Background: an optimization exercise with open tools, aiming at small area, a short achievable clock period and few clock cycles per item. Do not read the settings as production practice.
The RTL was checked by simulation tests, not by an equivalence proof against the original design.
Power is estimated from default activity; no workload was simulated.

File: flow/run.sh
#!/bin/bash
# The standard layout, with plain buffers on the ports (instead of the delay
# cells buffer_ports picks by default), resizing not tied to footprints, and
# a flatter clock tree (larger sink clusters, no dummy loads).
set -euo pipefail
bash standard.sh \
  "BUFFER_PORTS_ARGS=-buffer_cell sky130_fd_sc_hd__buf_2" \
  MATCH_CELL_FOOTPRINT=0 \
  "CTS_ARGS=-sink_clustering_enable -repair_clock_nets -sink_clustering_size 27 -sink_clustering_max_diameter 90 -dont_use_dummy_load" \
  finish > flow_make.log 2>&1
File: standard.sh
#!/bin/bash
# synth_recipe.tcl (not shown) runs the flow's synth.tcl, then flattens the netlist and writes it again
# the make line also repeats each setting of config.mk as NAME=value (left out here)
make -C /OpenROAD-flow-scripts/flow DESIGN_CONFIG=/design/flow/config.mk WORK_HOME=/design/flow/orfs CLKGATE_MAP_FILE= SYNTH_SCRIPT=/design/flow/synth_recipe.tcl "${@:-finish}"
File: config.mk
export PLATFORM = sky130hd
export DESIGN_NAME = rng90_codec
export DESIGN_NICKNAME = rng90_codec
export VERILOG_FILES = /design/flow/design.v
export SDC_FILE = /design/flow/constraint.sdc
export NUM_CORES = 4
export LEC_CHECK = 0
export ABC_CLOCK_PERIOD_IN_PS = 2000
export CAP_MARGIN = 20
export CORE_MARGIN = 2
export CORE_UTILIZATION = 55
export PLACE_DENSITY = 0.72
export SETUP_SLACK_MARGIN = 3.35
export SLEW_MARGIN = 20
File: constraint.sdc
create_clock -name core_clock -period 5.5 [get_ports {clk}]
set_input_delay 1.1000 -clock core_clock [delete_from_list [all_inputs] [get_ports {clk}]]
set_output_delay 1.1000 -clock core_clock [all_outputs]
set_load 0.01 [all_outputs]
File: design.v
module rng90_crc_step (
    input  wire [15:0] crc_in,
    input  wire [7:0]  data,
    output wire [15:0] crc_out
);
    reg [15:0] c;
    integer i;
    always @* begin
        c = crc_in;
        for (i = 0; i < 8; i = i + 1) begin
            if (data[i] ^ c[15])
                c = {c[14:0], 1'b0} ^ 16'h8005;
            else
                c = {c[14:0], 1'b0};
        end
    end
    assign crc_out = c;
endmodule
module rng90_framer (
    input  wire        clk,
    input  wire        rst,
    input  wire        cmd_valid,
    output wire        cmd_ready,
    input  wire [7:0]  cmd_opcode,
    input  wire [7:0]  cmd_param1,
    input  wire [15:0] cmd_param2,
    input  wire [7:0]  cmd_len,
    input  wire        din_valid,
    output wire        din_ready,
    input  wire [7:0]  din_data,
    output wire        tx_valid,
    input  wire        tx_ready,
    output wire [7:0]  tx_data,
    output wire        tx_last
);
    localparam integer P_SEL  = 0,
                       P_CNT  = 1,
                       P_OP   = 2,
                       P_P1   = 3,
                       P_P2L  = 4,
                       P_P2H  = 5,
                       P_DATA = 6,
                       P_CRCL = 7,
                       P_CRCH = 8;
    reg [8:0]  ps;
    reg [7:0]  f_op, f_p1;   
    reg [15:0] f_p2;
    reg [7:0]  left;         
    reg        cmd_rdy, din_rdy;
    reg [15:0] crc;          
    reg        tx_v, tx_l, tx_cov;
    reg [7:0]  tx_d;
    reg        sk_v, sk_cov;  
    reg [7:0]  sk_d;
    assign cmd_ready = cmd_rdy;
    assign din_ready = din_rdy;
    assign tx_valid  = tx_v;
    assign tx_data   = tx_d;
    assign tx_last   = tx_l;
    wire pop = tx_v && tx_ready;
    wire [15:0] crc_full;    
    rng90_crc_step u_crc (
        .crc_in (crc),
        .data   (tx_d),
        .crc_out(crc_full)
    );
    wire [15:0] crc_now = (tx_v && tx_cov) ? crc_full : crc;
    wire [7:0] cnt_b  = left + 8'd7;
    wire       cmd_fire = cmd_valid && cmd_rdy;
    wire       push_r = cmd_fire || (din_valid && din_rdy) ||
                        ps[P_CNT] || ps[P_OP] || ps[P_P1] || ps[P_P2L] || ps[P_P2H] ||
                        ps[P_CRCL] || ps[P_CRCH];
    wire       push   = push_r && !sk_v;
    wire [7:0] pd     = ({8{ps[P_SEL]}}  & 8'h03) |
                        ({8{ps[P_CNT]}}  & cnt_b) |
                        ({8{ps[P_OP]}}   & f_op) |
                        ({8{ps[P_P1]}}   & f_p1) |
                        ({8{ps[P_P2L]}}  & f_p2[7:0]) |
                        ({8{ps[P_P2H]}}  & f_p2[15:8]) |
                        ({8{ps[P_DATA]}} & din_data) |
                        ({8{ps[P_CRCL]}} & crc_now[7:0]) |
                        ({8{ps[P_CRCH]}} & crc[15:8]);
    wire       p_cov  = |ps[P_DATA:P_CNT];
    wire       p_last = ps[P_CRCH];
    wire       l_zero = (left == 8'd0);
    wire       l_one  = (left == 8'd1);
    wire [8:0] ps_adv = {ps[P_CRCL],
                         (ps[P_P2H] && l_zero) || (ps[P_DATA] && l_one),
                         (ps[P_P2H] && !l_zero) || (ps[P_DATA] && !l_one),
                         ps[P_P2L], ps[P_P1], ps[P_OP], ps[P_CNT], ps[P_SEL],
                         ps[P_CRCH]};
    wire [8:0] ps_n   = push ? ps_adv : ps;
    wire head_free = !tx_v || pop;
    wire sk_v_n    = head_free ? (sk_v && push) : (sk_v || push);
    always @(posedge clk) begin
        if (head_free) begin
            tx_d <= sk_v ? sk_d : pd;
            tx_l   <= sk_v ? ps[P_SEL] : p_last;
            tx_cov <= sk_v ? sk_cov : p_cov;
        end
        if (push && !(head_free && !sk_v)) begin
            sk_d   <= pd;
            sk_cov <= p_cov;
        end
        if (cmd_fire) begin
            f_op <= cmd_opcode;
            f_p1 <= cmd_param1;
            f_p2 <= cmd_param2;
        end
        if (push && ps[P_SEL])
            left <= cmd_len;
        else if (push && ps[P_DATA])
            left <= left - 8'd1;
    end
    always @(posedge clk) begin
        if (rst) begin
            ps      <= 9'd1;
            cmd_rdy <= 1'b0;
            din_rdy <= 1'b0;
            crc     <= 16'h0000;
            tx_v    <= 1'b0;
            sk_v    <= 1'b0;
        end else begin
            ps      <= ps_n;
            cmd_rdy <= ps_n[P_SEL] && !sk_v_n;
            din_rdy <= ps_n[P_DATA] && !sk_v_n;
            if (pop)
                crc <= tx_l ? 16'h0000 : crc_now;
            if (head_free)
                tx_v <= sk_v || push;
            sk_v    <= sk_v_n;
        end
    end
endmodule
module rng90_validator (
    input  wire       clk,
    input  wire       rst,
    input  wire       rsp_valid,
    output wire       rsp_ready,
    input  wire [5:0] rsp_cap,
    input  wire       rx_valid,
    output wire       rx_ready,
    input  wire [7:0] rx_data,
    output wire       res_valid,
    input  wire       res_ready,
    output wire       res_ok,
    output wire [7:0] res_count,
    output wire       pl_valid,
    input  wire       pl_ready,
    output wire [7:0] pl_data,
    output wire       pl_last
);
    localparam integer DEPTH = 32;
    reg        q_v;
    reg  [5:0] q_cap;
    reg        rsp_rdy;
    reg        r_act;        
    reg  [7:0] rc;           
    reg  [5:0] cc;           
    reg        rx_rdy;
    reg        b_v, b_first, b_last, b_wr, b_hi, b_hm;
    reg  [7:0] b_d;
    reg  [7:0] cnt;
    reg [15:0] crc;
    reg        lo_ok;
    reg  [8:0] mem [0:DEPTH-1];
    reg  [5:0] wptr, cptr, rptr;
    reg        o_v, o_ok, s_v, s_ok;
    reg  [7:0] o_cnt, s_cnt;
    reg        p_v, p_l;
    reg  [7:0] p_d;
    assign rsp_ready = rsp_rdy;
    assign rx_ready  = rx_rdy;
    assign res_valid = o_v;
    assign res_ok    = o_ok;
    assign res_count = o_cnt;
    assign pl_valid  = p_v;
    assign pl_data   = p_d;
    assign pl_last   = p_l;
    wire rsp_fire = rsp_valid && rsp_rdy;
    wire rx_fire  = rx_valid && rx_rdy;
    wire first    = !r_act;
    wire a_last  = first ? ((rx_data[7:1] == 7'd0) || (q_cap == 6'd1))
                         : ((rc == 8'd2) || (cc == 6'd2));
    wire n_cov   = (rc[7:2] != 6'd0);            
    wire a_pay   = !first && n_cov && (cc[5:2] != 4'd0);
    wire       r_act_n = rx_fire ? !a_last : r_act;
    wire       q_v_n   = rsp_fire || (q_v && !(rx_fire && first));
    wire b_cov   = b_first || (rc[7:2] != 6'd0) || (rc == 8'd3);
    wire b_lo    = !b_first && (rc == 8'd2);
    wire b_plast = !b_first && (rc == 8'd3);
    wire [15:0] crc_next;
    rng90_crc_step u_crc (
        .crc_in (crc),
        .data   (b_d),
        .crc_out(crc_next)
    );
    wire ok     = b_hi && lo_ok && b_hm;
    wire push   = b_v && b_last;
    wire wr     = b_wr;      
    wire commit = push && ok;
    reg  cav;                
    reg  unc;                
    wire p_pop  = (cav || (commit && unc)) && (!p_v || pl_ready);
    wire [5:0] rptr_1 = rptr + 6'd1;
    wire cav_n  = commit ? (p_pop ? (rptr_1 != wptr) : (rptr != wptr))
                         : (p_pop ? (rptr_1 != cptr) : cav);
    wire o_pop = !o_v || res_ready;
    reg        occ29, occ30, occ31;
    wire       a_pay2 = first || ((rc > 8'd4) && (cc > 6'd4));
    wire       nxt_pay = rx_fire ? a_pay2 : a_pay;
    wire       fp     = rx_fire && a_pay;
    wire       a1     = wr || fp || nxt_pay;
    wire       a2     = (wr && fp) || (wr && nxt_pay) || (fp && nxt_pay);
    wire       a3     = wr && fp && nxt_pay;
    wire       p_room = occ29 ||
                        (occ30 && (!a3 || p_pop)) ||
                        (occ31 && (!a2 || (p_pop && !a3))) ||
                        (!a1 || (p_pop && !a2));
    wire       lk     = rx_fire && a_last;
    wire       r_room = !s_v && !(o_v && push) && !(o_v && lk) && !(push && lk);
    wire       rewind = push && !ok;
    wire [5:0] wptr_n = rewind ? cptr : (wptr + {5'd0, wr});
    wire [5:0] rptr_n = p_pop ? rptr_1 : rptr;
    reg  [5:0] occ;
    wire [5:0] occ_w   = occ + {5'd0, wr};
    wire [5:0] occ_wm1 = occ + {5'd0, wr} - 6'd1;
    wire [5:0] occ_c   = cptr - rptr;
    wire [5:0] occ_cm1 = cptr - rptr - 6'd1;
    wire [5:0] occ_n   = rewind ? (p_pop ? occ_cm1 : occ_c) : (p_pop ? occ_wm1 : occ_w);
    wire       o_le28 = !occ[5] && (occ[4:0] <= 5'd28);
    wire       o_29   = (occ == 6'd29);
    wire       o_30   = (occ == 6'd30);
    wire       o_31   = (occ == 6'd31);
    wire       o_32   = (occ == 6'd32);
    wire       x_le29 = o_le28 || (o_29 && !wr);
    wire       x_30   = wr ? o_29 : o_30;
    wire       x_31   = wr ? o_30 : o_31;
    wire       x_32   = wr ? o_31 : o_32;
    wire       n_le29 = x_le29 || (p_pop && x_30);
    wire       n_30   = p_pop ? x_31 : x_30;
    wire       n_31   = p_pop ? x_32 : x_31;
    always @(posedge clk) begin
        if (rsp_fire)
            q_cap <= rsp_cap;
        if (rx_fire) begin
            rc      <= first ? rx_data : rc - 8'd1;
            cc      <= first ? q_cap   : cc - 6'd1;
            b_d     <= rx_data;
            b_first <= first;
            b_last  <= a_last;
            b_hi    <= !first && (rc == 8'd2);
            b_hm    <= (rx_data == crc[15:8]);
        end
        if (b_v) begin
            if (b_first) cnt <= b_d;
            if (b_first)
                lo_ok <= 1'b0;
            else if (b_lo)
                lo_ok <= (b_d == crc[7:0]);
        end
        if (wr)
            mem[wptr[4:0]] <= {b_plast, b_d};
        if (p_pop) begin
            p_d <= mem[rptr[4:0]][7:0];
            p_l <= mem[rptr[4:0]][8];
        end
        if (o_pop) begin
            if (s_v) begin
                o_ok  <= s_ok;
                o_cnt <= s_cnt;
            end else begin
                o_ok  <= ok;
                o_cnt <= cnt;
            end
        end
        if (push && (s_v || !o_pop)) begin
            s_ok  <= ok;
            s_cnt <= cnt;
        end
    end
    always @(posedge clk) begin
        if (rst) begin
            q_v     <= 1'b0;
            rsp_rdy <= 1'b0;
            r_act   <= 1'b0;
            rx_rdy  <= 1'b0;
            b_v     <= 1'b0;
            b_wr    <= 1'b0;
            crc     <= 16'h0000;
            wptr    <= 6'd0;
            cptr    <= 6'd0;
            rptr    <= 6'd0;
            occ29   <= 1'b1;
            cav     <= 1'b0;
            unc     <= 1'b0;
            occ     <= 6'd0;
            occ30   <= 1'b0;
            occ31   <= 1'b0;
            o_v     <= 1'b0;
            s_v     <= 1'b0;
            p_v     <= 1'b0;
        end else begin
            q_v     <= q_v_n;
            rsp_rdy <= !q_v_n;
            r_act   <= r_act_n;
            rx_rdy  <= (r_act_n || q_v_n) && p_room && r_room;
            b_v     <= rx_fire;
            b_wr    <= rx_fire && a_pay;
            if (b_v && b_last)
                crc <= 16'h0000;
            else if (b_v && b_cov)
                crc <= crc_next;
            if (commit)
                cptr <= wptr + {5'd0, wr};
            wptr  <= wptr_n;
            rptr  <= rptr_n;
            cav   <= cav_n;
            unc   <= !push && (unc || wr);
            occ   <= occ_n;
            occ29 <= n_le29;
            occ30 <= n_30;
            occ31 <= n_31;
            if (p_pop)
                p_v <= 1'b1;
            else if (pl_ready)
                p_v <= 1'b0;
            if (o_pop) begin
                o_v <= s_v || push;
                s_v <= s_v && push;
            end else if (push)
                s_v <= 1'b1;
        end
    end
endmodule
module rng90_codec (
    input  wire        clk,
    input  wire        rst,
    input  wire        cmd_valid,
    output wire        cmd_ready,
    input  wire [7:0]  cmd_opcode,
    input  wire [7:0]  cmd_param1,
    input  wire [15:0] cmd_param2,
    input  wire [7:0]  cmd_len,
    input  wire        din_valid,
    output wire        din_ready,
    input  wire [7:0]  din_data,
    output wire        tx_valid,
    input  wire        tx_ready,
    output wire [7:0]  tx_data,
    output wire        tx_last,
    input  wire        rsp_valid,
    output wire        rsp_ready,
    input  wire [5:0]  rsp_cap,
    input  wire        rx_valid,
    output wire        rx_ready,
    input  wire [7:0]  rx_data,
    output wire        res_valid,
    input  wire        res_ready,
    output wire        res_ok,
    output wire [7:0]  res_count,
    output wire        pl_valid,
    input  wire        pl_ready,
    output wire [7:0]  pl_data,
    output wire        pl_last
);
    rng90_framer u_framer (
        .clk       (clk),
        .rst       (rst),
        .cmd_valid (cmd_valid),
        .cmd_ready (cmd_ready),
        .cmd_opcode(cmd_opcode),
        .cmd_param1(cmd_param1),
        .cmd_param2(cmd_param2),
        .cmd_len   (cmd_len),
        .din_valid (din_valid),
        .din_ready (din_ready),
        .din_data  (din_data),
        .tx_valid  (tx_valid),
        .tx_ready  (tx_ready),
        .tx_data   (tx_data),
        .tx_last   (tx_last)
    );
    rng90_validator u_validator (
        .clk      (clk),
        .rst      (rst),
        .rsp_valid(rsp_valid),
        .rsp_ready(rsp_ready),
        .rsp_cap  (rsp_cap),
        .rx_valid (rx_valid),
        .rx_ready (rx_ready),
        .rx_data  (rx_data),
        .res_valid(res_valid),
        .res_ready(res_ready),
        .res_ok   (res_ok),
        .res_count(res_count),
        .pl_valid (pl_valid),
        .pl_ready (pl_ready),
        .pl_data  (pl_data),
        .pl_last  (pl_last)
    );
endmodule
==> summary.txt, run 1 <==
Run status
  • Outcome: finished clean

Finish
  • Share of cells above drive strength 1: ~30%
  • Final Net Count: about 1.7k
  • Synth-to-Final Area Change: 15.8%
  • Fill cells: 2649
  • ANT cells: 0

Logic synthesis
  • Synth area leaders: edfxtp_1 59%, mux4_2 9.7%, dfxtp_1 7.8%
  • Ys flop type: edfxtp_1
  • Post-Syn Nets: about 1.5k
  • #FFs+latches synth: 498
  • Asr flop ratio synth: 0%
  • Top-count cell post-synth: edfxtp_1
  • Largest family of logic cells by synthesized area: multiplexers
  • Seq/Total Area, Yosys: around 67%
  • Post-synthesis adder-cell area fraction: under 10%
  • Mux cell area share after synthesis: 11.3%
  • Post-synth cell types: 80
  • Synth Instances: 1403
  • Dominant cell type by area after synthesis: edfxtp_1
  • EDFF count, synth: slightly above 400
  • Post-synthesis compound-gate area fraction: under 10%
  • Top cell types by occurrence after synthesis: 415 x edfxtp_1, 138 x nor2_1, 91 x mux4_2
  • Syn Std Cell Area: ~21000 µm²
  • Yosys warning total: 3
  • Synth Area per Inst: about 15 µm²
  • Top cell type's share of synthesized area: approximately three fifths
  • Post-synthesis simple-gate area fraction: 7.29%
  • XOR/XNOR Fraction of Synth Area: ~5%

Routing
  • Drt via density: around 6.2
  • 1st-iter DRT viols: roughly 1.4k
  • 1st-pass router iterations: 7
  • Antenna-violating nets left: 0
  • Routed WL per cell: approximately 25 µm
  • DRC: 0
  • Via count: around 13k
  • DRT Wirelength: ~51000 µm

Setup path
  • Setup crit start kind: flop
  • RR Startpoint: u_framer.tx_d[3]
  • Worst Path Max Fanout: 4
  • Register-to-Register Path Depth: 7
  • Worst setup EP type: flop
  • Reg2Reg Capture Point: u_framer.tx_d[1]
  • WP data required: roughly 5.8 ns
  • R2R Setup Slk: roughly 3.2 ns
  • Kind of critical path: flop to flop
  • Worst Path Arrival: around 2.6 ns

Timing
  • Clk_skew: 0.0395 ns
  • Slew Viols, Final: 0
  • Final period util: roughly two fifths
  • Final setup fails: 0
  • Fin worst setup slack: 3.21 ns
  • Max Fclk: approximately 440 MHz
  • Tmin final: 2.29 ns
  • RSZ-0062 raised after global routing: yes
  • WHS: around 0.44 ns
  • Setup TNS: 0 ns
  • Final hold vios: 0
  • Worst Tran Pin Value: approximately 1 ns
  • Max_slew headroom: between 30% and 40%

Die
  • Die area: approximately 40000 µm²
  • Die Height: between 200 and 250 µm
  • Core ar.: approximately 38000 µm²
  • Initial Utilization: 56.1%
  • Row count: 71
  • IO Pins: between 100 and 150
  • Die width: 200 µm

Global route
  • First-pass GRT wire length: 75400 µm
  • Global route overflow: 0
  • Antenna violations before repair: 0
  • Largest net degree at the start of global routing: 43
  • GRT Util Overall: between 20 and 25%
  • Vias in the first global route: 12.5k

CTS
  • Htree depth: 1
  • Later-pin clock latency in the skew report: approximately 0.55 ns
  • Worst-case clock buffer depth: 3
  • CTS Sinks: 498
  • CTS root buffer: clkbuf_16
  • Hold Buf Count CTS: 0
  • CTS buffer count: 22
  • Clk slew on worst S/H paths: 0.10 ns
  • CTS tree: done

Power
  • Part of the power in combinational logic: between 15 and 20%
  • NetSw: 0.00175 W
  • Pleak: between 8 and 9 nW
  • Pint: approximately 0.0055 W
  • Max VDD drop: 0.233 mV
  • Clock share of power: ~25%
  • Register share of total power: 59.7%
  • Sw Share: 24.1%
  • Pwr Density: just under 300 nW/µm²

Placed design
  • GPL Wtd Cong: 0.856
  • IO Port Bufs: ~100
  • DP Wirelength: 30500 µm
  • Setup WS pre-CTS: between 2 and 2.5 ns

Worst hold path
  • Min-Delay Path Depth: 0
  • HP Start: u_validator.cnt[7]
  • Hold endpoint: u_validator.s_cnt[7]
  • HP Class: flop to flop

Job
  • Max-Cap Viols: 0
[sequential cells by signal, indices dropped and copies added, names as in the netlist, 9 cells and up]
name and count:
u_validator.mem 288, u_framer.crc 16, u_framer.f_p2 16, u_validator.crc 16
u_framer.ps 9
[cells in the final DEF (no fill, tap or decap), types with 6 or more instances in the layout]
master / count
nor3_1: 19
buf_12: 15
nand3b_1: 6
nor2_4: 23
dfxtp_4: 6
nand2_1: 75
mux2i_1: 10
nor2_2: 9
nor2_1: 107
nand4_1: 7
nand2b_1: 8
dfxtp_2: 11
nand3_1: 22
o21ai_0: 15
nor4_1: 7
o21ai_1: 9
mux2_2: 17
xnor2_1: 62
xnor2_4: 6
clkbuf_16: 30
a211oi_1: 23
a22oi_1: 34
buf_4: 62
buf_6: 15
buf_2: 100
inv_1: 26
xor2_1: 24
and3_1: 6
xnor2_2: 9
mux4_2: 91
a21oi_1: 55
dfxtp_1: 66
nand2_2: 11
ha_1: 17
edfxtp_1: 415
[critical path, stage by stage, from the launching register on]
cell and delay (ns):
edfxtp_1 0.41, buf_6 0.15, xnor2_4 0.22, xnor2_4 0.15, xnor3_2 0.48, o21ai_2 0.14, nand4_1 0.19, mux2_4 0.31
[logic make-up (layout without fill, tap and decap cells)]
kind of cell,Yosys count,in the layout
XOR/XNOR,109,109
buffers and inverters,108,264
AND/OR/NAND/NOR,340,340
AO/OA/AOI/OAI,203,203
multiplexers,122,122
adder cells (fa/ha/maj),23,23
flip-flops,498,498
[through the flow]
| stage | utilization (%) | total power [W] | std cells | cell area (µm²) |
|---|---|---|---|---|
| 2_1_floorplan | - | 0.00506 | 1403 | 21500 |
| 3_3_place_gp | 59.3 | 0.00526 | 1964 | 22400 |
| 3_5_place_dp | 59.3 | 0.00527 | 1965 | 22500 |
| 4_1_cts | 63.2 | 0.00713 | 2035 | 23900 |
| 5_1_grt | 64.9 | 0.00753 | 2070 | 24600 |
| 6_report | 64.9 | 0.00729 | 2070 | 24600 |
[power by group through the flow]
stage,Clock (W),Sequential (W),Combinational (W)
detailed placement,0,0.00445,0.000822
global route,0.00195,0.00437,0.00122
floorplan,0,0.00442,0.000643
global placement,0,0.00445,0.000815
CTS,0.00183,0.00435,0.000950
finish,0.00180,0.00435,0.00113
[routing by layer]
| layer | vias up | GRT usage (%) | routed length (µm) |
|---|---|---|---|
| met1 | 6547 | 34.0 | 20500 |
| li1 | 5665 | - | - |
| met4 | 0 | 5.61 | 1100 |
| met5 | - | 0 | 0 |
| met3 | 70 | 2.66 | 3500 |
| met2 | 549 | 42.4 | 26100 |
[worst max-delay path by stage]
stage / from / end / slack, ns / cells after the start
after floorplan: cmd_valid / u_framer.left[2] / 2.97 / 6
after CTS: u_framer.tx_d[3] / tx_data[3] / 3.14 / 1
final: u_framer.tx_d[3] / u_framer.tx_d[1] / 3.21 / 7
after global routing: u_framer.tx_d[3] / u_framer.tx_d[1] / 3.14 / 7
after detailed placement: u_validator.rptr[1] / u_validator.occ[4] / 2.20 / 8
after global placement: u_validator.rptr[1] / u_validator.occ[4] / 2.28 / 8
[area by class of cell]
class | count | area (µm²) | area share (%)
multi-input cells | 797 | 7310 | 29.7
well taps | 511 | 639 | 2.60
clock buffers | 22 | 551 | 2.24
flip-flops and latches | 498 | 14200 | 57.6
repair inverters | 1 | 7.51 | 0.0306
inverters | 35 | 144 | 0.586
repair buffers | 206 | 1760 | 7.17
[timing repair]
item,CTS,global route
pin swaps,20,29
gates resized for setup,94,71
gates cloned,7,5
setup endpoints to repair,326,214
buffers inserted,41,30
Testbench counts, summed over its fixed seeds: cycles 38,871, items 2,080.
==> inputs of run 2 (changes only) <==
--- a/design.v
+++ b/design.v
@@ -50,8 +50,7 @@
     reg [15:0] crc;          
     reg        tx_v, tx_l, tx_cov;
     reg [7:0]  tx_d;
-    reg        sk_v, sk_cov;  
-    reg [7:0]  sk_d;
+    reg        sk_v, sk_sel;  
     assign cmd_ready = cmd_rdy;
     assign din_ready = din_rdy;
     assign tx_valid  = tx_v;
@@ -67,10 +66,11 @@
     wire [15:0] crc_now = (tx_v && tx_cov) ? crc_full : crc;
     wire [7:0] cnt_b  = left + 8'd7;
     wire       cmd_fire = cmd_valid && cmd_rdy;
-    wire       push_r = cmd_fire || (din_valid && din_rdy) ||
-                        ps[P_CNT] || ps[P_OP] || ps[P_P1] || ps[P_P2L] || ps[P_P2H] ||
-                        ps[P_CRCL] || ps[P_CRCH];
-    wire       push   = push_r && !sk_v;
+    wire       din_fire = din_valid && din_rdy;
+    wire       reg_src  = ps[P_CNT] || ps[P_OP] || ps[P_P1] || ps[P_P2L] || ps[P_P2H] ||
+                          ps[P_CRCL] || ps[P_CRCH];
+    wire       head_free = !tx_v || pop;
+    wire       push   = (cmd_fire || din_fire || (reg_src && head_free)) && !sk_v;
     wire [7:0] pd     = ({8{ps[P_SEL]}}  & 8'h03) |
                         ({8{ps[P_CNT]}}  & cnt_b) |
                         ({8{ps[P_OP]}}   & f_op) |
@@ -90,23 +90,21 @@
                          ps[P_P2L], ps[P_P1], ps[P_OP], ps[P_CNT], ps[P_SEL],
                          ps[P_CRCH]};
     wire [8:0] ps_n   = push ? ps_adv : ps;
-    wire head_free = !tx_v || pop;
-    wire sk_v_n    = head_free ? (sk_v && push) : (sk_v || push);
+    wire sk_v_n    = !head_free && (sk_v || push);
     always @(posedge clk) begin
         if (head_free) begin
-            tx_d <= sk_v ? sk_d : pd;
-            tx_l   <= sk_v ? ps[P_SEL] : p_last;
-            tx_cov <= sk_v ? sk_cov : p_cov;
-        end
-        if (push && !(head_free && !sk_v)) begin
-            sk_d   <= pd;
-            sk_cov <= p_cov;
+            tx_d   <= sk_v ? (sk_sel ? 8'h03 : f_op) : pd;
+            tx_l   <= !sk_v && p_last;
+            tx_cov <= sk_v ? !sk_sel : p_cov;
         end
+        if (push && !head_free)
+            sk_sel <= ps[P_SEL];
         if (cmd_fire) begin
             f_op <= cmd_opcode;
             f_p1 <= cmd_param1;
             f_p2 <= cmd_param2;
-        end
+        end else if (din_fire && !head_free)
+            f_op <= din_data;
         if (push && ps[P_SEL])
             left <= cmd_len;
         else if (push && ps[P_DATA])
--- a/flow/run.sh
+++ b/flow/run.sh
@@ -6,5 +6,5 @@
 bash standard.sh \
   "BUFFER_PORTS_ARGS=-buffer_cell sky130_fd_sc_hd__buf_2" \
   MATCH_CELL_FOOTPRINT=0 \
-  "CTS_ARGS=-sink_clustering_enable -repair_clock_nets -sink_clustering_size 27 -sink_clustering_max_diameter 90 -dont_use_dummy_load" \
+  "CTS_ARGS=-sink_clustering_enable -repair_clock_nets -sink_clustering_size 24 -sink_clustering_max_diameter 80 -dont_use_dummy_load" \
   finish > flow_make.log 2>&1
--- a/config.mk
+++ b/config.mk
@@ -8,7 +8,7 @@
 export ABC_CLOCK_PERIOD_IN_PS = 2000
 export CAP_MARGIN = 20
 export CORE_MARGIN = 2
-export CORE_UTILIZATION = 55
-export PLACE_DENSITY = 0.72
-export SETUP_SLACK_MARGIN = 3.35
+export CORE_UTILIZATION = 60
+export PLACE_DENSITY = 0.76
+export SETUP_SLACK_MARGIN = 3.3
 export SLEW_MARGIN = 20
==> summary.txt, run 2 <==
Timing
  • Final setup fails: 0
  • Setup TNS: 0 ns
  • Final period util: a little over two fifths
  • Max Fclk: around 430 MHz
  • Slew Viols, Final: 0
  • RSZ-0062 raised after global routing: yes
  • Tmin final: ~2.3 ns
  • Worst Tran Pin Value: about 0.94 ns
  • Max_slew headroom: between 30 and 40%
  • Clk_skew: 0.0401 ns
  • Final hold vios: 0

Setup path
  • CP bufs+invs: 1
  • Crit path largest cell delay: 0.48 ns
  • Worst setup EP type: primary output
  • R2R Setup Slk: 3.24 ns
  • Worst Path Arrival: ~1.2 ns
  • RR Startpoint: u_validator.rptr[0]
  • CP cell instances: buf_2
  • Worst Path Max Fanout: 1
  • Reg2Reg Capture Point: u_validator.p_d[5]
  • Register-to-Register Path Depth: 7
  • Setup crit start kind: flop
  • Cell family with most CP delay: flip-flops
  • Kind of critical path: flop to primary output
  • Slowest cell on the critical path: edfxtp_1
  • WP data required: 4.40 ns

CTS
  • Later-pin clock latency in the skew report: roughly 0.57 ns
  • Clk slew on worst S/H paths: approximately 0.09 ns
  • CTS buffer count: 25
  • Htree depth: 1
  • Worst-case clock buffer depth: 3
  • CTS tree: done
  • CTS Sinks: roughly 500
  • CTS root buffer: clkbuf_16

Finish
  • Core Util, Final: between 60% and 70%
  • Most frequent cells in the layout: 407 x edfxtp_1, 98 x nor2_1, 97 x buf_2
  • Leading cell type in the layout, fill and taps excluded: edfxtp_1
  • Largest register FFs: between 200 and 300
  • Synth-to-Final Area Change: 14.1%
  • Final Net Count: approximately 1.6k
  • Share of cells above drive strength 1: 29.3%
  • ANT cells: 0

Logic synthesis
  • Synth Area per Inst: 15.1 µm²
  • Top cell types by occurrence after synthesis: 407 x edfxtp_1, 131 x nor2_1, 102 x nand2_1
  • Post-Syn Nets: approximately 1.5k
  • Yosys warning total: 3
  • Top cell type's share of synthesized area: 58.5%
  • Post-synthesis compound-gate area fraction: 6.13%
  • Largest family of logic cells by synthesized area: multiplexers
  • Post-synthesis adder-cell area fraction: ~1.4%
  • Syn Std Cell Area: roughly 21000 µm²
  • Dominant cell type by area after synthesis: edfxtp_1
  • Asr flop ratio synth: 0%
  • Mux cell area share after synthesis: 11.2%
  • Top-count cell post-synth: edfxtp_1
  • EDFF count, synth: 407
  • Ys flop type: edfxtp_1
  • #FFs+latches synth: 490
  • Seq/Total Area, Yosys: about two thirds
  • XOR/XNOR Fraction of Synth Area: 5.21%
  • Post-synthesis simple-gate area fraction: 7.68%
  • Synth Instances: 1383
  • Synth area leaders: edfxtp_1 58%, mux4_2 9.7%, dfxtp_1 8.0%
  • Post-synth cell types: 73

Worst hold path
  • Min-Delay Path Depth: 0
  • HP Class: flop to flop
  • Hold endpoint: u_validator.s_cnt[4]
  • HP Start: u_validator.cnt[4]

Routing
  • 1st-iter DRT viols: ~1.5k
  • Via count: 12.5k
  • DRC: 0
  • DRT Wirelength: just under 50000 µm
  • Routed WL per cell: ~25 µm
  • Antenna-violating nets left: 0
  • Drt via density: around 6.4
  • 1st-pass router iterations: 7

Global route
  • Global route overflow: 0
  • Largest net degree at the start of global routing: 52
  • Antenna violations before repair: 1
  • Vias in the first global route: ~12k
  • First-pass GRT wire length: 72900 µm
  • GRT Util Overall: 26.8%

Die
  • Row count: a little under 70
  • Core ar.: between 30000 and 40000 µm²
  • Die Height: between 150 and 200 µm
  • Die area: 36300 µm²
  • Die width: approximately 190 µm
  • IO Pins: between 100 and 150
  • Initial Utilization: between 60% and 70%

Run status
  • Outcome: finished clean

Job
  • Max-Cap Viols: 0

Power
  • Pwr Density: roughly 320 nW/µm²
  • Pleak: around 7.7 nW
  • Max VDD drop: ~0.29 mV

Placed design
  • GPL Wtd Cong: approximately 0.90
  • DP Wirelength: 29400 µm
  • IO Port Bufs: approximately 100
==> run 2: metal layers <==
layer  wire length (µm)  vias to the layer above  track usage (%)
met5                  0                        -                0
met4               1270                        0             6.56
met3               3380                       99             3.22
met2              24300                      550             44.4
met1              19900                     6359             38.4
li1                   -                     5527                -
==> run 2: area by class of cell <==
class / instances / area (µm²)
multi-input cells: 801 / 7240
repair buffers: 167 / 1350
fillers: 2265 / 10600
clock buffers: 25 / 626
repair inverters: 1 / 5.00
flip-flops and latches: 490 / 13900
well taps: 455 / 569
inverters: 29 / 136
==> run 2: logic make-up (layout without fill, tap and decap cells) <==
family	Yosys count	count (layout)
adders and majority gates	23	23
and+or+nand+nor	352	353
DFF	490	490
AOI/OAI and AO/OA	186	188
muxes	120	120
xor gates and xnor gates	117	117
buffers and inverters	95	222
==> run 2: worst max path at each step <==
stage / cells after the start / to / from
after floorplan: 5 / u_validator.rx_rdy / rx_valid
after global placement: 9 / u_validator.occ[5] / u_validator.rptr[1]
after detailed placement: 9 / u_validator.occ[5] / u_validator.rptr[1]
after CTS: 1 / pl_data[2] / u_validator.p_d[2]
after global routing: 8 / u_validator.occ[5] / u_validator.rptr[4]
final: 1 / pl_data[2] / u_validator.p_d[2]
==> run 2: timing repair <==
| item | CTS | global route |
|---|---|---|
| buffers inserted | 30 | 13 |
| hold buffers | 0 | 0 |
| pin swaps | 17 | 17 |
| gates cloned | 7 | 3 |
| gates resized for setup | 90 | 66 |
| hold endpoints to repair | 0 | 0 |
| endpoints found under the setup margin | 322 | 260 |
==> run 2: power by group <==
part           switching (W)  internal (W)
combinational       0.000684      0.000651
sequential          0.000189       0.00422
clock                0.00108      0.000811
==> run 2: stage by stage <==
stage                     power [W]  hold slack (ns)  area (µm²)  setup WS [ns]  std cells
after global routing        0.00790            0.463       23800           3.15       1968
final                       0.00763            0.453       23800           3.17       1968
after global placement      0.00556            0.427       22000           2.48       1889
after floorplan             0.00534            0.422       21100           3.09       1383
after detailed placement    0.00559            0.431       22000           2.43       1890
after CTS                   0.00757            0.453       23400           3.17       1952
Testbench counts of run 2, summed over its fixed seeds: cycles 38,871, items 2,080.
==> inputs of run 3 (changes only) <==
--- a/config.mk
+++ b/config.mk
@@ -10,5 +10,5 @@
 export CORE_MARGIN = 2
 export CORE_UTILIZATION = 60
 export PLACE_DENSITY = 0.76
-export SETUP_SLACK_MARGIN = 3.3
+export SETUP_SLACK_MARGIN = 3.25
 export SLEW_MARGIN = 20
==> summary.txt, run 3 <==
Finish
  • Final Net Count: approximately 1.6k
  • Area of the multi-input gates: just over 7000 µm²
  • Fill cells: around 2.3k
  • Sequential Area: ~14000 µm²
  • ANT cells: 0
  • Share of cells above drive strength 1: 28.4%
  • Largest register FFs: about 290
  • Most frequent cells in the layout: 407 x edfxtp_1, 102 x buf_2, 101 x nor2_1
  • Post-route cell area: around 24000 µm²
  • Synth-to-Final Area Change: 12.6%
  • Leading cell type in the layout, fill and taps excluded: edfxtp_1
  • Non-filler cells, final: between 1.5k and 2k

Logic synthesis
  • Seq/Total Area, Yosys: roughly two thirds
  • Yosys warning total: 3
  • Syn Std Cell Area: about 21000 µm²
  • Synth Instances: about 1.4k
  • Top-count cell post-synth: edfxtp_1
  • Top cell type's share of synthesized area: 58.5%
  • Top cell types by occurrence after synthesis: 407 x edfxtp_1, 131 x nor2_1, 102 x nand2_1
  • Asr flop ratio synth: 0%
  • Dominant cell type by area after synthesis: edfxtp_1
  • Synth Area per Inst: about 15 µm²
  • EDFF count, synth: 407
  • Synth area leaders: edfxtp_1 58%, mux4_2 9.7%, dfxtp_1 8.0%
  • Post-Syn Nets: 1476
  • Ys flop type: edfxtp_1
  • #FFs+latches synth: a little under 500
  • Post-synth cell types: 73

Die
  • Initial Utilization: 60.6%
  • Die width: ~190 µm
  • Die Height: around 190 µm
  • Row count: 68
  • Die area: between 30000 and 40000 µm²
  • IO Pins: 105
  • Core ar.: about 34000 µm²

Timing
  • Final hold vios: 0
  • RSZ-0062 raised after global routing: yes
  • Worst Tran Pin Value: ~0.97 ns
  • WHS: 0.438 ns
  • Max Fclk: between 400 and 500 MHz
  • Tmin final: between 2 and 2.5 ns
  • Final setup fails: 0
  • Max_slew headroom: about 35%
  • Clk_skew: between 0.06 and 0.07 ns
  • Setup TNS: 0 ns
  • Slew Viols, Final: 0
  • Final period util: about two fifths

Routing
  • Routed WL per cell: 24.3 µm
  • Antenna-violating nets left: 0
  • 1st-iter DRT viols: around 1.2k
  • DRT Wirelength: approximately 48000 µm
  • 1st-pass router iterations: 5
  • Drt via density: 6.36
  • DRC: 0
  • Via count: around 12k

Power
  • Total power: between 0.007 and 0.008 W
  • Pwr Density: ~320 nW/µm²
  • Max VDD drop: approximately 0.29 mV
  • Pleak: between 7 and 8 nW

Setup path
  • Worst setup EP type: primary output
  • CP cell instances: buf_2
  • Cell family with most CP delay: flip-flops
  • Slowest cell on the critical path: edfxtp_1
  • Worst Path Max Fanout: 2
  • WP data required: about 4.4 ns
  • CP bufs+invs: 1
  • Crit path largest cell delay: ~0.48 ns
  • Kind of critical path: flop to primary output
  • RR Startpoint: u_validator.rptr[0]
  • Worst Path Arrival: about 1.2 ns
  • Setup crit start kind: flop
  • Crit. Startpoint: u_framer.tx_d[6]

Placed design
  • DP Wirelength: 29100 µm
  • IO Port Bufs: between 100 and 150
  • GPL Wtd Cong: between 0.8 and 0.9
  • Placed Cells: 1889
  • Placed inst area: about 22000 µm²

Global route
  • Global route overflow: 0
  • GRT busiest layer: met2
  • Routing usage on met3: roughly 3.8%
  • Vias in the first global route: 12.3k
  • GRT met1 Usage: between 30% and 40%
  • Met2 Resource Use GR: 43.4%
  • Largest net degree at the start of global routing: between 50 and 60
  • Antenna violations before repair: 1
  • GRT Util Overall: a little over a quarter
  • First-pass GRT wire length: between 70000 and 80000 µm

CTS
  • Later-pin clock latency in the skew report: approximately 0.58 ns
  • Hold Buf Count CTS: 0
  • CTS Sinks: 490
  • CTS tree: done
  • Htree depth: 1
  • CTS buffer count: 26
  • Worst-case clock buffer depth: 3
  • Clk slew on worst S/H paths: about 0.1 ns
  • CTS root buffer: clkbuf_16

Job
  • Max-Cap Viols: 0

Worst hold path
  • HP Class: flop to flop
  • HP Start: u_validator.cnt[2]

Run status
  • Outcome: finished clean
==> run 3: logic make-up (layout without fill, tap and decap cells) <==
logic type      Yosys count  count (layout)  share of synthesized area, %
flops                   490             490                          66.4
simple gates            352             352                          7.68
compound gates          186             187                          6.13
mux                     120             120                          11.2
xor+xnor                117             117                          5.21
buf+inv                  95             216                          1.90
fa+ha+maj                23              23                          1.40
==> run 3: path summary, 6_finish.rpt <==
check | slack, ns | end | cells past startpoint
setup / recovery | 3.19 | tx_data[6] | 1
hold / removal | 0.44 | u_validator.s_cnt[2] | 0
setup reg to reg | 3.24 | u_validator.p_d[7] | 6
hold reg to reg | 0.44 | u_validator.s_cnt[2] | 0
==> run 3: timing repair <==
action,4_1_cts,5_1_grt
cloned,1,2
buffers inserted,31,11
gates resized for setup,53,67
endpoints found under the setup margin,327,136
pin swaps,6,18
==> run 3: final cells by class <==
type	count	area share [%]
flip-flops and latches	490	59.1
inverters	29	0.601
repair inverters	1	0.0213
multi-input cells	799	30.2
repair buffers	160	4.85
well taps	455	2.42
clock buffers	26	2.76
==> run 3: metrics by stage <==
| step | utilization [%] | setup slack (ns) |
|---|---|---|
| after floorplan | - | 3.09 |
| after global placement | 63.7 | 2.46 |
| after detailed placement | 63.7 | 2.42 |
| after CTS | 67.0 | 3.19 |
| after global routing | 68.3 | 3.14 |
| final | 68.3 | 3.19 |
==> run 3: per-layer routing <==
| layer | share of wire [%] | wire, µm |
|---|---|---|
| met5 | 0 | 0 |
| met3 | 7.4 | 3500 |
| met2 | 50 | 23900 |
| met1 | 40 | 18900 |
| met4 | 2.7 | 1260 |
==> run 3: power by group <==
| group | internal, W | switching (W) | total (W) |
|---|---|---|---|
| logic | 0.000618 | 0.000666 | 0.00128 |
| registers | 0.00421 | 0.000207 | 0.00442 |
| clock network | 0.000841 | 0.00110 | 0.00194 |
| total | 0.00567 | 0.00197 | 0.00765 |
==> inputs of run 4 (changes only) <==
--- a/config.mk
+++ b/config.mk
@@ -10,5 +10,5 @@
 export CORE_MARGIN = 2
 export CORE_UTILIZATION = 60
 export PLACE_DENSITY = 0.76
-export SETUP_SLACK_MARGIN = 3.25
+export SETUP_SLACK_MARGIN = 3.2
 export SLEW_MARGIN = 20
==> summary.txt, run 4 <==
Logic synthesis
  • Top cell types by occurrence after synthesis: 407 x edfxtp_1, 131 x nor2_1, 102 x nand2_1
  • Yosys warning total: 3
  • Synth Area per Inst: 15.1 µm²
  • Post-synth cell types: between 70 and 80
  • Synth area leaders: edfxtp_1 58%, mux4_2 9.7%, dfxtp_1 8.0%
  • Syn Std Cell Area: between 20000 and 25000 µm²
  • Top-count cell post-synth: edfxtp_1
  • Post-Syn Nets: roughly 1.5k
  • Synth Instances: between 1k and 1.5k
  • Dominant cell type by area after synthesis: edfxtp_1
  • EDFF count, synth: roughly 400
  • Seq/Total Area, Yosys: approximately two thirds
  • Top cell type's share of synthesized area: between 50% and 60%
  • Asr flop ratio synth: 0%
  • Ys flop type: edfxtp_1
  • #FFs+latches synth: 490

Setup path
  • R2R Setup Slk: around 3.2 ns
  • RR Startpoint: u_validator.rptr[0]
  • Worst Path Max Fanout: 2
  • Setup crit start kind: flop
  • Worst setup EP type: primary output
  • Crit path largest cell delay: 0.50 ns
  • Reg2Reg Capture Point: u_validator.p_d[1]
  • CP cell instances: buf_2
  • Cell family with most CP delay: flip-flops
  • WP data required: 4.40 ns
  • Register-to-Register Path Depth: 5
  • Worst Path Arrival: 1.25 ns
  • CP bufs+invs: 1
  • Kind of critical path: flop to primary output
  • Slowest cell on the critical path: edfxtp_1

Die
  • Die Height: ~190 µm
  • Die area: between 30000 and 40000 µm²
  • Initial Utilization: just over 60%
  • Core ar.: about 34000 µm²
  • IO Pins: 105
  • Row count: just under 70
  • Die width: 191 µm

CTS
  • CTS tree: done
  • Htree depth: 1
  • CTS Sinks: between 400 and 500
  • CTS root buffer: clkbuf_16
  • Later-pin clock latency in the skew report: approximately 0.57 ns
  • Clk slew on worst S/H paths: 0.09 ns
  • CTS buffer count: 25
  • Worst-case clock buffer depth: 3

Finish
  • Synth-to-Final Area Change: 11.4%
  • Area of the multi-input gates: 7000 µm²
  • Fill cells: approximately 2.4k
  • ANT cells: 0
  • Final Net Count: about 1.6k
  • Share of cells above drive strength 1: a little over a quarter
  • Leading cell type in the layout, fill and taps excluded: edfxtp_1
  • Non-filler cells, final: a little under 2k
  • Most frequent cells in the layout: 407 x edfxtp_1, 102 x nor2_1, 102 x buf_2
  • Sequential Area: between 10000 and 15000 µm²
  • Largest register FFs: between 200 and 300

Worst hold path
  • HP Start: u_validator.cnt[2]
  • HP Class: flop to flop
  • Hold endpoint: u_validator.s_cnt[2]
  • Min-Delay Path Depth: 0

Run status
  • Outcome: finished clean

Power
  • NetSw: around 0.0019 W
  • Part of the power in combinational logic: between 15 and 20%
  • Pleak: 7.59 nW
  • Pint: 0.00564 W
  • Pwr Density: between 300 and 400 nW/µm²
  • Max VDD drop: approximately 0.33 mV
  • Sw Share: 25.6%
  • Register share of total power: approximately three fifths
  • Clock share of power: approximately 25%
  • Total power: between 0.007 and 0.008 W

Global route
  • Antenna violations before repair: 0
  • First-pass GRT wire length: approximately 71000 µm
  • Largest net degree at the start of global routing: 67
  • Routing usage on met3: 3.50%
  • Met2 Resource Use GR: a little over two fifths
  • Vias in the first global route: 12.1k
  • GRT Util Overall: around 26%
  • GRT met1 Usage: roughly 36%
  • Global route overflow: 0
  • GRT busiest layer: met2

Routing
  • 1st-iter DRT viols: approximately 1.4k
  • Antenna-violating nets left: 0
  • DRC: 0
  • Drt via density: 6.30
  • 1st-pass router iterations: 5
  • Routed WL per cell: ~24 µm
  • Via count: about 12k
  • DRT Wirelength: between 40000 and 50000 µm

Timing
  • Final hold vios: 0
  • Clk_skew: 0.0450 ns
  • Max_slew headroom: 29.6%
  • RSZ-0062 raised after global routing: yes
  • Final period util: 42.7%
  • Worst Tran Pin Value: 1.06 ns
  • Max Fclk: between 400 and 500 MHz
  • Tmin final: approximately 2.3 ns
  • Final setup fails: 0
  • Slew Viols, Final: 0
  • Setup TNS: 0 ns

Job
  • Max-Cap Viols: 0

Placed design
  • Placed Cells: between 1.5k and 2k
  • GPL Wtd Cong: around 0.85
  • IO Port Bufs: roughly 100
  • DP Wirelength: between 20000 and 30000 µm
## run 4: cell counts after synthesis
No cell type changed its count.
## run 4: cell type report
class,instances,share of cell area [%]
Clock buffer,25,2.69
Inverter,29,0.575
Multi-Input combinational cell,801,30.1
Sequential cell,490,59.7
Tap cell,455,2.44
Timing Repair Buffer,156,4.51
Timing Repair inverter,1,0.0215
## run 4: kinds of logic after synthesis
| kind of cell | share of synthesized area, % |
|---|---|
| DFF | 66.4 |
| and+or+nand+nor | 7.68 |
| AOI/OAI and AO/OA | 6.13 |
| muxes | 11.2 |
| xor gates and xnor gates | 5.21 |
| buffers and inverters | 1.90 |
| adders and majority gates | 1.40 |
## run 4: worst max-delay path by stage
stage,startpoint,endpoint,slack (ns),cells past startpoint
floorplan,rx_valid,u_validator.rx_rdy,3.09,5
global placement,u_validator.rptr[1],u_validator.occ[5],2.40,9
detailed placement,u_validator.rptr[1],u_validator.occ[5],2.33,9
CTS,u_validator.rptr[1],u_validator.occ[5],3.16,9
global route,u_validator.rptr[0],u_validator.occ[5],3.13,9
finish,u_framer.tx_d[4],tx_data[4],3.15,1
## run 4: layer usage
metal,vias to the layer above,routed length (µm)
met4,0,1310
met1,6211,18600
met3,86,3570
li1,5487,-
met2,541,23700
met5,-,0
## run 4: stage by stage
step	hold WS, ns	instance area [µm²]	worst slack (ns)	util, %
floorplan	0.422	21100	3.09	-
global placement	0.425	21900	2.40	63.6
detailed placement	0.433	21900	2.33	63.6
CTS	0.456	22900	3.16	66.5
global route	0.469	23300	3.13	67.6
finish	0.454	23300	3.15	67.6
## run 4: repair_timing
item                       CTS  global route
hold buffers                 0             0
gates cloned                 1             3
setup endpoints to repair  283           142
setup buffers               21            18
gates resized for setup     37            42
pin swaps                    4             9
## run 4: power groups by stage
stage	registers (W)	clock network (W)	logic, W
5_1_grt	0.00442	0.00204	0.00138
4_1_cts	0.00440	0.00192	0.00117
2_1_floorplan	0.00441	0	0.000907
6_report	0.00441	0.00189	0.00128
3_3_place_gp	0.00448	0	0.00107
3_5_place_dp	0.00449	0	0.00109
==> inputs of run 5 (changes only) <==
--- a/config.mk
+++ b/config.mk
@@ -8,7 +8,7 @@
 export ABC_CLOCK_PERIOD_IN_PS = 2000
 export CAP_MARGIN = 20
 export CORE_MARGIN = 2
-export CORE_UTILIZATION = 60
-export PLACE_DENSITY = 0.76
-export SETUP_SLACK_MARGIN = 3.2
+export CORE_UTILIZATION = 55
+export PLACE_DENSITY = 0.72
+export SETUP_SLACK_MARGIN = 3.3
 export SLEW_MARGIN = 20
==> summary.txt, run 5 <==
Run status
  • Outcome: finished clean

Routing
  • Drt via density: slightly above 6
  • 1st-pass router iterations: 5
  • DRC: 0
  • Via count: approximately 12k
  • 1st-iter DRT viols: 1174
  • DRT Wirelength: 49500 µm
  • Routed WL per cell: ~24 µm
  • Antenna-violating nets left: 0

CTS
  • CTS tree: done
  • CTS buffer count: 25
  • CTS root buffer: clkbuf_16
  • Hold Buf Count CTS: 0
  • Later-pin clock latency in the skew report: ~0.6 ns
  • Clk slew on worst S/H paths: 0.09 ns
  • CTS Sinks: 490
  • Worst-case clock buffer depth: 3
  • Htree depth: 1

Logic synthesis
  • #FFs+latches synth: between 400 and 500
  • EDFF count, synth: 407
  • Syn Std Cell Area: 20900 µm²
  • Synth area leaders: edfxtp_1 58%, mux4_2 9.7%, dfxtp_1 8.0%
  • Largest family of logic cells by synthesized area: multiplexers
  • Top cell type's share of synthesized area: 58.5%
  • Post-synthesis adder-cell area fraction: around 1.4%
  • Top-count cell post-synth: edfxtp_1
  • XOR/XNOR Fraction of Synth Area: 5.21%
  • Post-Syn Nets: around 1.5k
  • Dominant cell type by area after synthesis: edfxtp_1
  • Synth Area per Inst: about 15 µm²
  • Seq/Total Area, Yosys: about two thirds
  • Asr flop ratio synth: 0%
  • Synth Instances: 1383
  • Top cell types by occurrence after synthesis: 407 x edfxtp_1, 131 x nor2_1, 102 x nand2_1
  • Post-synth cell types: 73
  • Post-synthesis compound-gate area fraction: approximately 6.1%
  • Ys flop type: edfxtp_1
  • Yosys warning total: 3
  • Post-synthesis simple-gate area fraction: between 7 and 8%
  • Mux cell area share after synthesis: 11.2%

Setup path
  • Register-to-Register Path Depth: 6
  • R2R Setup Slk: 3.25 ns
  • Setup crit start kind: flop
  • Worst Path Max Fanout: 1
  • Reg2Reg Capture Point: u_validator.mem[8][8]
  • Worst Path Arrival: ~1.3 ns
  • RR Startpoint: u_validator.rc[7]
  • Worst Setup EP: pl_data[1]
  • Crit path largest cell delay: approximately 0.5 ns
  • Crit path depth: 1
  • WP data required: 4.40 ns
  • Worst setup EP type: primary output
  • CP cell instances: buf_2
  • CP bufs+invs: 1
  • Kind of critical path: flop to primary output
  • Slowest cell on the critical path: edfxtp_1
  • Crit. Startpoint: u_validator.p_d[1]
  • Cell family with most CP delay: flip-flops

Global route
  • Global route overflow: 0
  • Vias in the first global route: between 10k and 15k
  • Largest net degree at the start of global routing: 67
  • First-pass GRT wire length: approximately 72000 µm
  • GRT Util Overall: between 20% and 30%
  • Antenna violations before repair: 0

Timing
  • Max Fclk: ~420 MHz
  • Slew Viols, Final: 0
  • RSZ-0062 raised after global routing: yes
  • Setup TNS: 0 ns
  • Worst Tran Pin Value: between 0.9 and 1 ns
  • Max_slew headroom: about 34%
  • Final hold vios: 0
  • Clk_skew: roughly 0.065 ns
  • Tmin final: ~2.4 ns
  • Fin worst setup slack: approximately 3.1 ns
  • Final setup fails: 0
  • Final period util: 43.5%

Job
  • Max-Cap Viols: 0

Placed design
  • Setup WS pre-CTS: roughly 2.4 ns
  • IO Port Bufs: between 100 and 150
  • DP Wirelength: 29600 µm
  • GPL Wtd Cong: between 0.8 and 0.9

Worst hold path
  • HP Class: flop to flop

Power
  • Max VDD drop: between 0.2 and 0.25 mV
  • Pwr Density: ~320 nW/µm²
  • Pleak: between 7 and 8 nW

Die
  • Die area: 39600 µm²
  • Die width: between 150 and 200 µm
  • Core ar.: between 30000 and 40000 µm²
  • Die Height: 199 µm
  • Initial Utilization: 55.6%
  • IO Pins: 105
  • Row count: 71

Finish
  • Largest register FFs: 288
  • Final Net Count: roughly 1.6k
  • Synth-to-Final Area Change: 15.7%
  • Most frequent cells in the layout: 407 x edfxtp_1, 100 x buf_2, 99 x nor2_1
  • Share of cells above drive strength 1: between 30% and 40%
  • Fill cells: 2585
  • Leading cell type in the layout, fill and taps excluded: edfxtp_1
  • ANT cells: 0
run 5: cell count changes in the layout (fill, tap and decap cells not counted), moves of 6 or more:
cell       previous run  this run
buf_12                5        11
buf_4                36        44
buf_6                10        18
clkbuf_16            25        31
dfxtp_1              72        65
dfxtp_4               3        10
nand2_1              97        85
nand2_2               3        13
nor2_2               30        13
nor2_4                0        20
xnor2_1              68        61
run 5: cells by family (layout without fill, tap and decap cells):
group / count (synthesis) / count (layout)
and+or+nand+nor: 352 / 352
buffers and inverters: 95 / 238
DFF: 490 / 490
AOI/OAI and AO/OA: 186 / 188
muxes: 120 / 120
adders and majority gates: 23 / 23
xor gates and xnor gates: 117 / 117
run 5: routing by layer:
| layer | wire (µm) | global-route usage [%] |
|---|---|---|
| met1 | 20100 | 33.2 |
| met2 | 25100 | 41.9 |
| met3 | 2990 | 3.34 |
| met4 | 1320 | 7.13 |
| met5 | 0 | 0 |
run 5: how the worst min path moves through the flow:
stage,start,endpoint,cells past startpoint
CTS,u_validator.cnt[7],u_validator.s_cnt[7],0
detailed placement,u_validator.cnt[3],u_validator.s_cnt[3],0
global route,u_validator.cnt[1],u_validator.s_cnt[1],0
floorplan,u_validator.cnt[0],u_validator.s_cnt[0],0
global placement,u_validator.cnt[1],u_validator.s_cnt[1],0
finish,u_validator.cnt[4],u_validator.s_cnt[4],0
run 5: what timing repair did:
item                                    CTS  global route
setup buffers                            34            21
resized for setup                        90            90
pin swaps                                12            50
endpoints found under the setup margin  370           241
endpoints found under the hold margin     0             0
cloned                                    5             6
run 5: per-stage QoR:
step           power, W  area, µm²  utilization [%]  cells  hold slack [ns]
6_report        0.00764      24200             64.4   2039            0.454
2_1_floorplan   0.00534      21100                -   1383            0.422
5_1_grt         0.00790      24200             64.4   2039            0.472
3_3_place_gp    0.00557      22000             58.6   1944            0.426
4_1_cts         0.00756      23400             62.4   2012            0.458
3_5_place_dp    0.00559      22100             58.8   1948            0.432
run 5: power breakdown:
| part | internal (W) | switching (W) |
|---|---|---|
| Clock | 0.000810 | 0.00110 |
| Combinational | 0.000647 | 0.000680 |
| Sequential | 0.00421 | 0.000189 |
| Total | 0.00567 | 0.00197 |
run 5: final cells by class:
type	count	area (µm²)	area share (%)
sequential	490	13900	57.6
multi-input combinational	800	7360	30.4
timing repair buffer	183	1480	6.11
tap	511	639	2.64
clock buffer	25	626	2.59
inverter	29	141	0.585
timing repair inverter	1	5.00	0.0207
==> inputs of run 6 (changes only) <==
==> config.mk (replaced) <==
export PLATFORM = sky130hd
export DESIGN_NAME = rng90_codec
export DESIGN_NICKNAME = rng90_codec
export VERILOG_FILES = /design/flow/design.v
export SDC_FILE = /design/flow/constraint.sdc
export NUM_CORES = 4
export LEC_CHECK = 0
export ABC_CLOCK_PERIOD_IN_PS = 2200
export CAP_MARGIN = 20
export CORE_MARGIN = 2
export CORE_UTILIZATION = 60
export PLACE_DENSITY = 0.76
export SETUP_SLACK_MARGIN = 3.3
export SLEW_MARGIN = 20
==> summary.txt, run 6 <==
Power
  • NetSw: 0.00195 W
  • Pwr Density: 320 nW/µm²
  • Clock share of power: between 20% and 30%
  • Part of the power in combinational logic: 17.5%
  • Register share of total power: approximately 58%
  • Max VDD drop: 0.292 mV
  • Pleak: 7.74 nW
  • Sw Share: around a quarter
  • Pint: roughly 0.0057 W

CTS
  • CTS tree: done
  • Clk slew on worst S/H paths: approximately 0.09 ns
  • Worst-case clock buffer depth: 3
  • Later-pin clock latency in the skew report: between 0.5 and 0.6 ns
  • Hold Buf Count CTS: 0
  • Htree depth: 1
  • CTS Sinks: between 400 and 500
  • CTS root buffer: clkbuf_16
  • CTS buffer count: 25

Finish
  • Leading cell type in the layout, fill and taps excluded: edfxtp_1
  • Fill cells: roughly 2.3k
  • Non-filler cells, final: roughly 2.0k
  • Final Net Count: about 1.6k
  • Core Util, Final: a little under 70%
  • Sequential Area: 13900 µm²
  • Synth-to-Final Area Change: 14.1%
  • Area of the multi-input gates: 7240 µm²
  • ANT cells: 0
  • Share of cells above drive strength 1: between 20% and 30%
  • Largest register FFs: ~290
  • Most frequent cells in the layout: 407 x edfxtp_1, 98 x nor2_1, 97 x buf_2

Job
  • Max-Cap Viols: 0

Routing
  • Highest metal layer with signal wires: met4
  • Metal-1 WL: around 20000 µm
  • Wire length on met2: 24300 µm
  • Antenna-violating nets left: 0
  • Via count: between 10k and 15k
  • 1st-iter DRT viols: ~1.5k
  • Routed WL per cell: 24.8 µm
  • DRC: 0
  • 1st-pass router iterations: 7
  • Drt via density: 6.37
  • DRT Wirelength: about 50000 µm
  • Routed length on met3: between 3000 and 4000 µm

Timing
  • Max_slew headroom: between 30% and 40%
  • Tmin final: 2.33 ns
  • Worst Tran Pin Value: 0.937 ns
  • Setup TNS: 0 ns
  • RSZ-0062 raised after global routing: yes
  • Final setup fails: 0
  • Max Fclk: 430 MHz
  • Final hold vios: 0
  • Slew Viols, Final: 0
  • Final period util: a little over two fifths
  • Clk_skew: ~0.040 ns

Logic synthesis
  • Synth Instances: about 1.4k
  • Post-synth cell types: 73
  • Asr flop ratio synth: 0%
  • Post-synthesis adder-cell area fraction: approximately 1.4%
  • #FFs+latches synth: approximately 500
  • Post-synthesis compound-gate area fraction: under 10%
  • Yosys warning total: 3
  • Top cell types by occurrence after synthesis: 407 x edfxtp_1, 131 x nor2_1, 102 x nand2_1
  • Post-synthesis simple-gate area fraction: between 7 and 8%
  • Dominant cell type by area after synthesis: edfxtp_1
  • Seq/Total Area, Yosys: around two thirds
  • Synth Area per Inst: 15.1 µm²
  • Top-count cell post-synth: edfxtp_1
  • Mux cell area share after synthesis: ~11%
  • XOR/XNOR Fraction of Synth Area: between 5 and 6%
  • Syn Std Cell Area: around 21000 µm²
  • Post-Syn Nets: 1476
  • Largest family of logic cells by synthesized area: multiplexers
  • Synth area leaders: edfxtp_1 58%, mux4_2 9.7%, dfxtp_1 8.0%
  • Top cell type's share of synthesized area: about three fifths
  • EDFF count, synth: just over 400
  • Ys flop type: edfxtp_1

Die
  • Row count: slightly below 70
  • Initial Utilization: approximately 61%
  • IO Pins: between 100 and 150
  • Core ar.: 34500 µm²
  • Die Height: approximately 190 µm
  • Die width: around 190 µm
  • Die area: ~36000 µm²

Setup path
  • Cell family with most CP delay: flip-flops
  • Kind of critical path: flop to primary output
  • CP bufs+invs: 1
  • Slowest cell on the critical path: edfxtp_1
  • Crit path largest cell delay: 0.48 ns
  • Worst setup EP type: primary output
  • CP cell instances: buf_2
  • Setup crit start kind: flop
  • Worst Path Max Fanout: 1
  • Worst Path Arrival: ~1.2 ns
  • WP data required: between 4 and 5 ns

Worst hold path
  • HP Class: flop to flop

Placed design
  • GPL Wtd Cong: ~0.90
  • IO Port Bufs: between 100 and 150
  • Placed Cells: roughly 1.9k
  • DP Wirelength: ~29000 µm

Run status
  • Outcome: finished clean

Global route
  • Vias in the first global route: ~12k
  • First-pass GRT wire length: 72900 µm
  • Antenna violations before repair: 1
  • GRT Util Overall: between 20% and 30%
  • Largest net degree at the start of global routing: between 50 and 60
  • Global route overflow: 0
## run 6: worst register-to-register path, delay by kind of cell, from the launching register on
kind / cells / cell delay, ns
and+or+nand+nor: 2 / 0.23
buffers and inverters: 3 / 0.36
DFF: 1 / 0.40
muxes: 2 / 1.06
## run 6: worst paths after layout
check | start | endpoint | slack [ns] | cells past startpoint
max | u_validator.p_d[2] | pl_data[2] | 3.17 | 1
min | u_validator.cnt[4] | u_validator.s_cnt[4] | 0.45 | 0
max reg2reg | u_validator.rptr[0] | u_validator.p_d[5] | 3.24 | 7
min reg2reg | u_validator.cnt[4] | u_validator.s_cnt[4] | 0.45 | 0
## run 6: kinds of logic after synthesis
| group | count (synthesis) |
|---|---|
| AOI/OAI and AO/OA | 186 |
| xor gates and xnor gates | 117 |
| adders and majority gates | 23 |
| buffers and inverters | 95 |
| DFF | 490 |
| muxes | 120 |
| and+or+nand+nor | 352 |
## run 6: area by class of cell
type / instances / share of cell area [%]
inverters: 29 / 0.572
well taps: 455 / 2.39
clock buffers: 25 / 2.62
multi-input cells: 801 / 30.3
repair inverters: 1 / 0.0210
repair buffers: 167 / 5.67
flip-flops and latches: 490 / 58.4
## run 6: metrics by stage
| step | total power [W] | area (µm²) | hold WS, ns | setup slack, ns |
|---|---|---|---|---|
| global placement | 0.00556 | 22000 | 0.427 | 2.48 |
| detailed placement | 0.00559 | 22000 | 0.431 | 2.43 |
| floorplan | 0.00534 | 21100 | 0.422 | 3.09 |
| global route | 0.00790 | 23800 | 0.463 | 3.15 |
| finish | 0.00763 | 23800 | 0.453 | 3.17 |
| CTS | 0.00757 | 23400 | 0.453 | 3.17 |
## run 6: per-layer routing
metal,track usage (%),vias to the layer above
met5,0,-
met4,6.56,0
met3,3.22,99
met2,44.4,550
met1,38.4,6359
li1,-,5527
## run 6: power groups by stage
stage / clock network, W / logic [W] / registers [W]
final: 0.00189 / 0.00134 / 0.00440
after global routing: 0.00204 / 0.00145 / 0.00442
after CTS: 0.00191 / 0.00126 / 0.00440
after detailed placement: 0 / 0.00110 / 0.00449
after global placement: 0 / 0.00108 / 0.00448
after floorplan: 0 / 0.000920 / 0.00442
## run 6: timing repair
item,in CTS,in global routing
pin swaps,17,17
resized for setup,90,66
endpoints found under the setup margin,322,260
buffers inserted,30,13
cloned,7,3

-- what the ideal ports hide --
The results above use ideal ports. As a check the final layouts listed here were re-extracted and re-timed, cells and wires unchanged.
Step 1 sets driving cells, clkbuf_16 on the clock port and buf_2 on the other inputs (assumed; they add their load-dependent delay and slew).
Step 2 adds t to the input delays and takes it off the output delays; t is the mean of the earliest and latest rising clock arrival at the registers after step 1. Input paths then give back, and output paths get back, about the clock's delay inside the block.
Slacks: ideal / step 1 / step 2; pairs: ideal / step 1.
run | t (ns) | setup slack, ns | hold slack, ns | slew at the worst register clock pin (ns) | worst slew at a driven data input, ns
run 1 | 0.591 | 3.209 / 3.162 / 2.871 | 0.440 / 0.440 / 0.440 | 0.11 / 0.11 | 0.05
run 2 | 0.604 | 3.175 / 3.117 / 2.802 | 0.453 / 0.453 / 0.453 | 0.10 / 0.10 | 0.06
run 3 | 0.605 | 3.191 / 3.137 / 2.692 | 0.438 / 0.438 / 0.438 | 0.10 / 0.10 | 0.04
run 4 | 0.603 | 3.150 / 3.097 / 2.747 | 0.454 / 0.454 / 0.454 | 0.10 / 0.10 | 0.05
run 5 | 0.623 | 3.105 / 3.047 / 2.778 | 0.454 / 0.454 / 0.454 | 0.10 / 0.10 | 0.04
run 6 | 0.604 | 3.175 / 3.117 / 2.802 | 0.453 / 0.453 / 0.453 | 0.10 / 0.10 | 0.06
After both steps setup and hold are still met in every run listed. For run 3, which loses most, drivers alone change the setup slack by -0.054 ns; drivers and shift together by -0.499 ns.
